Context: an optimization exercise on an open-source flow, tuned for small area, a short achievable clock period and few clock cycles per item. The choices shown serve that exercise and are no tape-out recipe.
Function was checked by simulation only, so behaviour that the tests miss may differ from the original.

## csa20_alu
module csa20_alu (
    input  wire        clk,
    input  wire        rst,           
    input  wire        in_valid,
    output wire        in_ready,
    input  wire [3:0]  in_ctl,
    input  wire [19:0] in_a,
    input  wire [19:0] in_b,
    output reg         out_valid,
    output reg  [39:0] out_result,
    output reg         cc_ov,
    output reg         cc_uf,
    output reg         cc_dz
);
export LEC_CHECK = 0
export CAP_MARGIN = 20
export CELL_PAD_IN_SITES_DETAIL_PLACEMENT = 1
export CELL_PAD_IN_SITES_GLOBAL_PLACEMENT = 2
export CORE_MARGIN = 2
export CORE_UTILIZATION = 40
export PLACE_DENSITY = 0.5
export SLEW_MARGIN = 20
export TNS_END_PERCENT = 100
create_clock -name core_clock -period 12.0 [get_ports {clk}]
standard.sh (not shown) runs the stock make flow with config.mk's settings and CLKGATE_MAP_FILE= SYNTH_SCRIPT=/design/flow/synth_recipe.tcl, a recipe that flattens the netlist after the stock synthesis.
==> flow/flow/run.sh <==
#!/bin/bash
set -euo pipefail
export SETUP_SLACK_MARGIN=7.5
export BUFFER_PORTS_ARGS="-buffer_cell sky130_fd_sc_hd__buf_1"
bash standard.sh > standard.log 2>&1
The starting point produced a clean layout.
Testbench counts at the start, summed over its fixed seeds: cycles 16,474, ops 8,000.
Edit:
--- a/flow/design.v
+++ b/flow/design.v
@@ -65,46 +65,43 @@
         if (drun) begin
             ax = w;                                  bx_en = 1'b1; bx_inv = 1'b0; cx = dcin;
         end else if (dfix) begin
             ax = {3'b000, hi[18:0]} ^ {22{sa}};
             bx_en  = sa ^ sb;
             bx_inv = sa & ~sb;
             cx     = 1'b0;
         end else begin
             ax = {{2{ob[19]}}, ob};                  bx_en = 1'b1; bx_inv = f_sub; cx = f_cin;
         end
     end
     wire [21:0] bx = (oa22 & {22{bx_en}}) ^ {22{bx_inv}};
-    wire [21:0] sx;
-    csa20_alu_add #(22) add_x (.a(ax), .b(bx), .ci(cx), .s(sx));
-    wire [21:0] sy;
-    csa20_alu_add #(22) add_y (.a(w), .b({oa22[20:0], dcin}), .ci(dcin), .s(sy));
+    wire [21:0] sx = ax + bx + {21'd0, cx};
+    wire [21:0] sy = w + {oa22[20:0], dcin} + {21'd0, dcin};
     function [2:0] booth(input [2:0] t);                     
         booth = {t[1] ^ t[0], (t[2] & ~t[1] & ~t[0]) | (~t[2] & t[1] & t[0]), t[2]};
     endfunction
     wire [2:0] bn0 = booth(ob[5:3]);
     wire [2:0] bn1 = booth(ob[7:5]);
     wire [2:0] bl0 = booth({in_a[1:0], 1'b0});
     wire [2:0] bl1 = booth(in_a[3:1]);
     wire [21:0] pp0 = (({22{z1_one}} & oa22) | ({22{z1_two}} & {oa22[20:0], 1'b0})) ^ {22{z1_neg}};
     wire [21:0] pp1 = (({22{z2_one}} & oa22) | ({22{z2_two}} & {oa22[20:0], 1'b0})) ^ {22{z2_neg}};
     wire [19:0] acc = first ? 20'd0 : hi;
     wire [23:0] z0 = mrun ? {{4{acc[19]}}, acc} : {2'b00, w};
     wire [23:0] z1 = {{2{pp0[21]}}, pp0};
     wire [23:0] z2 = {pp1, z2_low, z2_low};
     wire        zi = z1_neg;                                
     wire [23:0] zs = z0 ^ z1 ^ z2;
     wire [23:0] zk = {(z0[22:0] & z1[22:0]) | (z0[22:0] & z2[22:0]) | (z1[22:0] & z2[22:0]), zc};
-    wire [23:0] sz;
-    csa20_alu_add #(24) add_z (.a(zs), .b(zk), .ci(zi), .s(sz));
+    wire [23:0] sz = zs + zk + {23'd0, zi};
     wire        qh = ~sy[21];
     wire        ql = qh ? ~sz[21] : ~sx[21];
     reg  [18:0] rn;
     always @(*) begin
         case ({qh, ql})
             2'b00:   rn = w[18:0];
             2'b01:   rn = sx[18:0];
             2'b10:   rn = sy[18:0];
             default: rn = sz[18:0];
         endcase
     end
     wire [19:0] q_fix = (ob ^ {20{inv_q}}) + {19'd0, inc_q};
@@ -298,34 +295,12 @@
                 rred2 <= 1'b0;
                 if (in_valid) begin
                     pend  <= ~in_mul & ~in_div;
                     mrun  <= in_mul;
                     drun  <= in_div & m_sml;
                     dal   <= in_div & ~m_sml;
                     ready <= ~in_mul & ~in_div & ~(in_rot & in_big);
                 end
             end
         end
     end
 endmodule
-module csa20_alu_add #(parameter W = 22) (
-    input  wire [W-1:0] a,
-    input  wire [W-1:0] b,
-    input  wire         ci,
-    output wire [W-1:0] s
-);
-    reg [W-1:0] g, p, c;
-    integer i, l;
-    always @(*) begin
-        p = a ^ b;
-        g = a & b;
-        g[0] = g[0] | (p[0] & ci);
-        for (l = 0; (1 << l) < W; l = l + 1)
-            for (i = 0; i < W; i = i + 1)
-                if (i & (1 << l)) begin
-                    g[i] = g[i] | (p[i] & g[((i >> (l + 1)) << (l + 1)) + (1 << l) - 1]);
-                    p[i] = p[i] & p[((i >> (l + 1)) << (l + 1)) + (1 << l) - 1];
-                end
-        c = {g[W-2:0], ci};
-    end
-    assign s = a ^ b ^ c;
-endmodule
Outcome: The changed run produced a clean layout; hold slack loses 0.044 ns; utilization went down by 0.34 points; area after synthesis went up by 4.3%; final area went up by 4.0%; global-route usage went down by 0.91 points.
Testbench counts after the change, summed over its fixed seeds: cycles 16,474, ops 8,000.

[port drivers added, routing unchanged]
In the flow no input, the clock included, has a driving cell. The finished layouts below were timed again as built, in two steps.
Step 1: set_driving_cell puts a clkbuf_16 on clk and a buf_2 on each other input, an assumption about the parent block.
Step 2 adds t to the input delays and takes it off the output delays; t is the mean of the earliest and latest rising clock arrival at the registers after step 1. Input paths then give back, and output paths get back, about the clock's delay inside the block.
a / b / c = no drivers / after step 1 / after step 2; a / b = the first two.
run | t, ns | setup slack, ns | slew at the worst register clock pin (ns) | pins driven straight from the clock port
the first run | 0.512 | 7.392 / 7.392 / 7.261 | 0.07 / 0.07 | 1
the second run | 0.498 | 7.526 / 7.526 / 7.406 | 0.07 / 0.07 | 1
After both steps every run listed still meets setup and hold. The setup slack of the first run, which loses most, moves by 0.000 ns with the drivers and by -0.131 ns with both steps.
